Source: an optimization exercise on an open RTL-to-GDS flow (aim: small area, a short achievable clock period and few clock cycles). Production flows keep margins and buffers that such runs may drop. The RTL was checked by simulation tests, not by an equivalence proof against the original design. Power figures rest on the tool's default switching activity, not on a simulated workload.

## flow/constraint.sdc

```tcl
create_clock -name core_clock -period 8.0 [get_ports {clk}]
set_input_delay 1.6000 -clock core_clock [delete_from_list [all_inputs] [get_ports {clk}]]
set_output_delay 1.6000 -clock core_clock [all_outputs]
set_load 0.01 [all_outputs]
```

## flow/design.v

```verilog
module ia_alu (
    input  wire [2:0] op,
    input  wire [7:0] a,       
    input  wire [7:0] x,       
    output reg  [7:0] r,
    output wire       c,
    output wire       v,
    output wire       z,
    output wire       n
);
    wire       sub = op[0];
    wire [7:0] y   = sub ? ~x : x;
    wire [8:0] s   = {1'b0, a} + {1'b0, y} + {8'd0, sub};
    wire       x0  = (x == 8'h00);
    wire       x80 = (x == 8'h80);
    assign c = s[8] & ~(sub & x0);
    assign v = (sub & x80) ? a[7] : ((a[7] == y[7]) && (s[7] != a[7]));
    always @(*) begin
        case (op)
            3'd0, 3'd1: r = s[7:0];
            3'd2:       r = a & x;
            3'd3:       r = a | x;
            3'd4:       r = a ^ x;
            default:    r = ~a;
        endcase
    end
    assign z = (r == 8'h00);
    assign n = r[7];
endmodule
module ia_mem (
    input  wire       clk,
    input  wire       we,
    input  wire [6:0] waddr,
    input  wire [7:0] wdata,
    input  wire [6:0] raddr,
    output wire [7:0] rdata
);
    reg [7:0] mem [0:127];
    always @(posedge clk)
        if (we) mem[waddr] <= wdata;
    assign rdata = mem[raddr];
endmodule
module ia_cpu (
    input  wire       clk,
    input  wire       rst,           
    input  wire       load_we,       
    input  wire [7:0] load_addr,     
    input  wire [7:0] load_data,
    output wire [7:0] mem_rdata,     
    input  wire       start,         
    output wire       halted,
    output wire       fault,
    output wire [7:0] acc,
    output wire [7:0] pc,
    output wire [3:0] status,        
    output wire       out_valid,
    output wire [7:0] out_data,
    input  wire       out_ready,
    input  wire       in_valid,
    input  wire [7:0] in_data,
    output wire       in_ready
);
    localparam [1:0] S_IDLE = 2'd0, S_RUN = 2'd1, S_HALT = 2'd2;
    localparam [1:0] P_FETCH = 2'd0, P_OPND = 2'd1, P_READ = 2'd2;
    reg [1:0] run;
    reg       fault_r;
    reg [1:0] phase;
    reg [7:0] pc_r, acc_r;
    reg [3:0] st;            
    reg [3:0] ir_op;         
    reg [6:0] ra_e, ra_o;    
    reg       ra_sel;        
    wire running = (run == S_RUN);
    wire [6:0] rd_e = running ? ra_e : load_addr[7:1];
    wire [6:0] rd_o = running ? ra_o : load_addr[7:1];
    wire       sel  = running ? ra_sel : load_addr[0];
    wire [7:0] q_e, q_o;
    wire       cpu_we;
    wire [7:0] cpu_wa;
    wire       we    = running ? cpu_we : ((run == S_IDLE) && load_we);
    wire [7:0] wa    = running ? cpu_wa : load_addr;
    wire [7:0] wd    = running ? acc_r : load_data;
    ia_mem u_even (.clk(clk), .we(we && !wa[0]), .waddr(wa[7:1]), .wdata(wd),
                   .raddr(rd_e), .rdata(q_e));
    ia_mem u_odd  (.clk(clk), .we(we &&  wa[0]), .waddr(wa[7:1]), .wdata(wd),
                   .raddr(rd_o), .rdata(q_o));
    wire [7:0] b0 = sel ? q_o : q_e;      
    wire [7:0] b1 = sel ? q_e : q_o;      
    assign mem_rdata = b0;
    wire       fetch = (phase == P_FETCH);
    wire [3:0] op    = fetch ? b0[7:4] : ir_op;
    wire [1:0] md    = fetch ? b0[3:2] : 2'b00;
    wire [7:0] x     = fetch ? {b0[1:0], b1[5:0]} : b0;
    wire       bad      = md[1];
    wire       no_opnd  = (op == 4'd5) || (op >= 4'd13);
    wire       indirect = md[0] && !no_opnd;
    wire       is_alu   = (op <= 4'd5);
    wire       is_read  = (op == 4'd6);
    wire       is_write = (op == 4'd7);
    wire       is_goto  = (op == 4'd8);
    wire       is_br    = (op >= 4'd9) && (op <= 4'd12);
    wire       is_out   = (op == 4'd13);
    wire       is_in    = (op == 4'd14);
    wire       is_end   = (op == 4'd15);
    wire [1:0] br_sel   = op[1:0] - 2'd1;    
    wire       br_taken = st[br_sel];
    wire exec    = running && (phase != P_READ) && !bad && !indirect;
    wire stall   = (is_out && !out_ready) || (is_in && !in_valid);
    assign cpu_we = exec && is_write;
    assign cpu_wa = x;
    wire [7:0] alu_r;
    wire       alu_c, alu_v, alu_z, alu_n;
    ia_alu u_alu (.op(op[2:0]), .a(acc_r), .x(x),
                  .r(alu_r), .c(alu_c), .v(alu_v), .z(alu_z), .n(alu_n));
    wire [7:0] pc_inc  = pc_r + 8'd2;
    wire       jump    = exec && (is_goto || (is_br && br_taken));
    wire [7:0] pc_next = jump ? x : (fetch ? pc_inc : pc_r);
    always @(posedge clk) begin
        if (rst) begin
            run     <= S_IDLE;
            fault_r <= 1'b0;
            phase   <= P_FETCH;
            pc_r    <= 8'd0;
            acc_r   <= 8'd0;
            st      <= 4'd0;
            ra_e    <= 7'd0;
            ra_o    <= 7'd0;
            ra_sel  <= 1'b0;
        end else if (run == S_IDLE) begin
            if (start) begin
                run    <= S_RUN;
                phase  <= P_FETCH;
                ra_e   <= 7'd0;
                ra_o   <= 7'd0;
                ra_sel <= 1'b0;
            end
        end else if (running) begin
            if (phase == P_READ) begin
                acc_r <= b0;
                phase <= P_FETCH;
                ra_e  <= pc_r[7:1] + {6'd0, pc_r[0]};
                ra_o  <= pc_r[7:1];
                ra_sel <= pc_r[0];
            end else if (bad) begin
                run     <= S_HALT;
                fault_r <= 1'b1;
                pc_r    <= pc_inc;
            end else if (indirect || (is_read && exec)) begin
                if (fetch) pc_r <= pc_inc;
                phase  <= indirect ? P_OPND : P_READ;
                ir_op  <= op;
                ra_e   <= x[7:1];
                ra_o   <= x[7:1];
                ra_sel <= x[0];
            end else if (!stall) begin
                if (is_end) run <= S_HALT;
                if (is_alu) begin
                    acc_r <= alu_r;
                    if (op[2:1] == 2'b00) st <= {alu_c, alu_v, alu_n, alu_z};
                    else                  st[1:0] <= {alu_n, alu_z};
                end
                if (is_in) acc_r <= in_data;
                pc_r   <= pc_next;
                phase  <= P_FETCH;
                ra_e   <= pc_next[7:1] + {6'd0, pc_next[0]};
                ra_o   <= pc_next[7:1];
                ra_sel <= pc_next[0];
            end
        end
    end
    assign halted    = (run == S_HALT);
    assign fault     = fault_r;
    assign acc       = acc_r;
    assign pc        = pc_r;
    assign status    = st;
    assign out_valid = exec && is_out;
    assign out_data  = acc_r;
    assign in_ready  = exec && is_in;
endmodule
```

## flow/config.mk

```make
export PLATFORM = sky130hd
export DESIGN_NAME = ia_cpu
export DESIGN_NICKNAME = ia_cpu
export VERILOG_FILES = /design/flow/design.v
export SDC_FILE = /design/flow/constraint.sdc
export NUM_CORES = 4
export LEC_CHECK = 0
export CAP_MARGIN = 20
export CORE_MARGIN = 2
export CORE_UTILIZATION = 40
export PLACE_DENSITY = 0.6
export SLEW_MARGIN = 20
export SYNTH_HIERARCHICAL = 1
```

## flow/run.sh

```bash
#!/bin/bash
# synth_recipe.tcl (not shown) runs the flow's synth.tcl, then flattens the netlist and writes it again
# the make line also repeats each setting of config.mk as NAME=value (left out here)
make -C /OpenROAD-flow-scripts/flow DESIGN_CONFIG=/design/flow/config.mk WORK_HOME=/design/flow/orfs CLKGATE_MAP_FILE= SYNTH_SCRIPT=/design/flow/synth_recipe.tcl finish
```

==> flow_summary.toml <==
[setup_path]
arrival_ns = 6.34
path_max_fanout = 5
cp-end-kind = "primary output"
max_stage_delay_ns = 0.54
cp_slowest_cell = "mux4_2"
cp_cell_sequence = "clkdlybuf4s50_1, buf_4, nand2_1, buf_4, nand2_8, bufbuf_16, buf_12, mux4_2, mux4_2, mux4_2, mux2_2, nand2b_1, a2111o_1, o211ai_1, a211o_1, nand2_4, nor3_2, clkdlybuf4s15_2"
path_common_cell = "mux4_2"
required_ns = 6.40
worst-path-buf-inv = 6
cpLargestDelayFamily = "multiplexers"
critPathKind = "in -> out"
crit_cells = 18
cp-start-kind = "input port"
ff2ff_path_depth = 27

[cts]
clk_latency_ns = 0.85
htreeDepth = 4
numClockSinks = 2092
numCtsBuffers = 203
tritoncts = "built"
clk_pin_slew_ns = 0.06
cts-root-buf = "clkbuf_16"
clock_path_buffers = 3

[logic_synthesis]
synth-main-ff-cell = "edfxtp_1"
avgSynthCellArea_um2 = 21.4
yosys.cell_types.count = 73
synthesis.nets = 3971
synth-async-reset-ratio_pct = 0
syn_area_um2 = 83800
ys_ff_latch = 2092
synthesis.instances = 3912
yosysWarningCount = 9
synth_seq_area_share_pct = 74.5
synth_enable_flop_cells = 2052

[drt]
wirelength_um = 204000
wl_per_cell_um = 26.7
dr_total_vias = 42100
drc = 0
first_pass_iters = 5
viasPerCell = 5.52
drt_iter0_markers = 4819
postRouteAntennaNets = 0

[worst_hold_path]
holdPathStages = 2
holdCritPathClass = "reg -> reg"

[global_routing]
grt_pass1_wl_um = 297000
grt_usage_pct = 19.1
overflow = 0
gr-max-usage-layer = "met2"
grt_max_degree = 205
use_met3_pct = 3.14
antenna_found_initial = 15
grt_use_met2_pct = 30.0
grt_pass1_vias = 42100
use_met1_pct = 27.8

[place]
port_buffers = 69
place_congestion = 0.857
pre_cts_slack_ns = -0.530
dp_hpwl_um = 130000

[die]
start_util_pct = 40.1
die_h_um = 462
die_w_um = 462
rows = 168
die-area_um2 = 213000
core_um2 = 209000
ioPinCount = 70

[timing]
hold_violations = 0
layout_setup_ws_ns = 0.0559
max-slew-margin-rel_pct = 27.0
maxSlewViolCount = 0
setup_violations = 0
fin_skew_ns = 0.0402
hold-worst-slack_ns = 0.460
min_period_ns = 7.94
fmax_ghz = 0.126
post-route-period-util_pct = 99.3
tightest_slew_ns = 1.09

[flow_run]
cap_violations = 0

[power]
power.leakage_nw = 32.3
p_per_area_nw_per_um2 = 270
ir_drop_mv = 0.238

[finish]
nFillCells = 17100
drive_gt1_share_pct = 35.7
multi_input_comb_area_um2 = 20400
seq_area_um2 = 62400
final_nets = 4694
syn_to_final_growth_pct = 19.4

[outcome]
outcome = "timing/DRC/antenna clean"
[sequential cells by signal, summed over array words and instances (netlist names)]
name,count
fault_r,1
ir_op,4
phase,2
acc_r,8
u_odd.mem,1024
ra_o,7
u_even.mem,1024
st,4
run,2
ra_e,7
pc_r,8
ra_sel,1
[final timing paths]
check / start / end / slack [ns]
worst max-delay path: load_addr[1] / in_ready / 0.06
worst min-delay path: ra_o[1] / ra_o[1] / 0.46
worst max register to register: run[1] / u_odd.mem[68][4] / 0.65
worst min register to register: ra_o[1] / ra_o[1] / 0.46
[where the power goes]
part	internal [mW]	switching (mW)	total [mW]
Clock	5.37	4.15	9.52
Sequential	12.4	0.0395	12.4
Combinational	2.22	2.84	5.06
[per-module statistics from Yosys (local to each module, per instance)]
module	flops+latches	times used	cell area (µm²)
ia_mem	1024	2	39500
ia_cpu	44	1	3710
ia_alu	0	1	1100
[worst reg2reg max path: cells and delay by family (launching register included)]
| kind | cells | cell delay, ns |
|---|---|---|
| AND/OR/NAND/NOR | 10 | 2.09 |
| multiplexers | 4 | 1.89 |
| buffers and inverters | 9 | 1.76 |
| flip-flops | 1 | 0.48 |
| AO/OA/AOI/OAI | 4 | 0.84 |
[final cells by class]
type	instances	area share [%]
sequential	2092	62.4
multi-input combinational	1558	20.4
timing repair buffer	741	6.91
clock buffer	233	5.19
tap	2805	3.51
clock inverter	146	1.46
inverter	39	0.146
antenna	5	0.0125
[layout by cell type, fill, tap and decap left out, types with 7 or more instances in the layout]
master	count
a22oi_1	9
clkbuf_1	30
clkinv_2	48
dfxtp_1	40
and3_1	8
o211ai_1	18
clkinv_1	44
nand2_1	140
nand2b_1	10
clkbuf_16	203
bufinv_16	21
ha_1	28
edfxtp_1	2052
a21oi_1	35
clkinvlp_4	10
nor3_1	26
mux2i_1	45
buf_4	581
mux2_2	26
nand2_4	15
inv_1	39
nor2_1	289
inv_6	7
nor2b_1	19
mux4_2	672
o21ai_0	36
clkdlybuf4s50_1	67
nand3_1	36
xnor2_1	15
a21o_1	10
xor2_1	15
nand4_1	10
buf_12	78
[metrics by stage]
step | utilization [%] | area (µm²) | setup TNS (ns) | power (mW) | std cells
floorplan | - | 83800 | 0 | 15.6 | 3912
CTS | 47.8 | 99900 | 0 | 27.2 | 7609
global placement | 44.6 | 93100 | -432.28 | 17.6 | 7226
finish | 47.9 | 100000 | 0 | 27.0 | 7619
global route | 47.9 | 100000 | -0.00725 | 27.9 | 7615
detailed placement | 44.6 | 93100 | -411.51 | 17.6 | 7226
[synthesized netlist by cell type (35+ instances only)]
cell,number,share of area (%)
edfxtp_1,2052,74
mux4_2,672,18
nor2_1,292,1.3
nand2_1,157,0.70
clkbuf_1,107,0.48
mux2i_1,47,0.56
o21ai_0,41,0.24
dfxtp_1,40,0.96
buf_2,39,0.23
inv_1,39,0.17
buf_1,37,0.17
nand3_1,36,0.21
a21oi_1,35,0.21
[metal layers]
layer	up-vias	wire length, µm	part of all wire, %
met1	22500	88100	43
met5	-	13	0.0064
met2	1537	97100	48
met3	230	13800	6.8
met4	2	4690	2.3
li1	17800	-	-
[timing repair]
action                                  4_1_cts  5_1_grt
hold buffers                                  0        0
gates cloned                                  4        0
resized for setup                            13       11
setup buffers                                 0        3
endpoints found under the setup margin        2        4
pin swaps                                     1        2
[kinds of logic after synthesis]
| family | Yosys count | synth area share, % |
|---|---|---|
| AOI/OAI and AO/OA | 161 | 1.32 |
| muxes | 747 | 19.0 |
| adders and majority gates | 29 | 0.442 |
| DFF | 2092 | 74.5 |
| buffers and inverters | 262 | 1.44 |
| xor gates and xnor gates | 30 | 0.313 |
| and+or+nand+nor | 591 | 3.02 |
Testbench counts, summed over its fixed seeds: cycles 54,249.

## what the ideal ports hide
The flow's constraints put no driver on any port. The routed layout listed below was extracted and timed again, unchanged, in two steps. Step 1 (the two cells are an assumption about what drives the block):
set clk [get_ports {clk}]
set_driving_cell -lib_cell sky130_fd_sc_hd__clkbuf_16 $clk
set_driving_cell -lib_cell sky130_fd_sc_hd__buf_2 [delete_from_list [all_inputs] $clk]
Step 2 times the ports against the registers' clock, not the clock port: input delays grow and output delays shrink by t, the midpoint of the rising clock arrivals with the driver on. a / b / c = ideal / step 1 / step 2; a / b = the first two.
shift t [ns]: 0.916
setup WS [ns]: 0.056 / 0.034 / -0.576
latest minus earliest clock arrival (ns): 0.041 / 0.040
With both steps, setup timing fails in this run, where it was met with ideal ports. For this run, drivers alone change the setup slack by -0.022 ns; drivers and shift together by -0.632 ns.
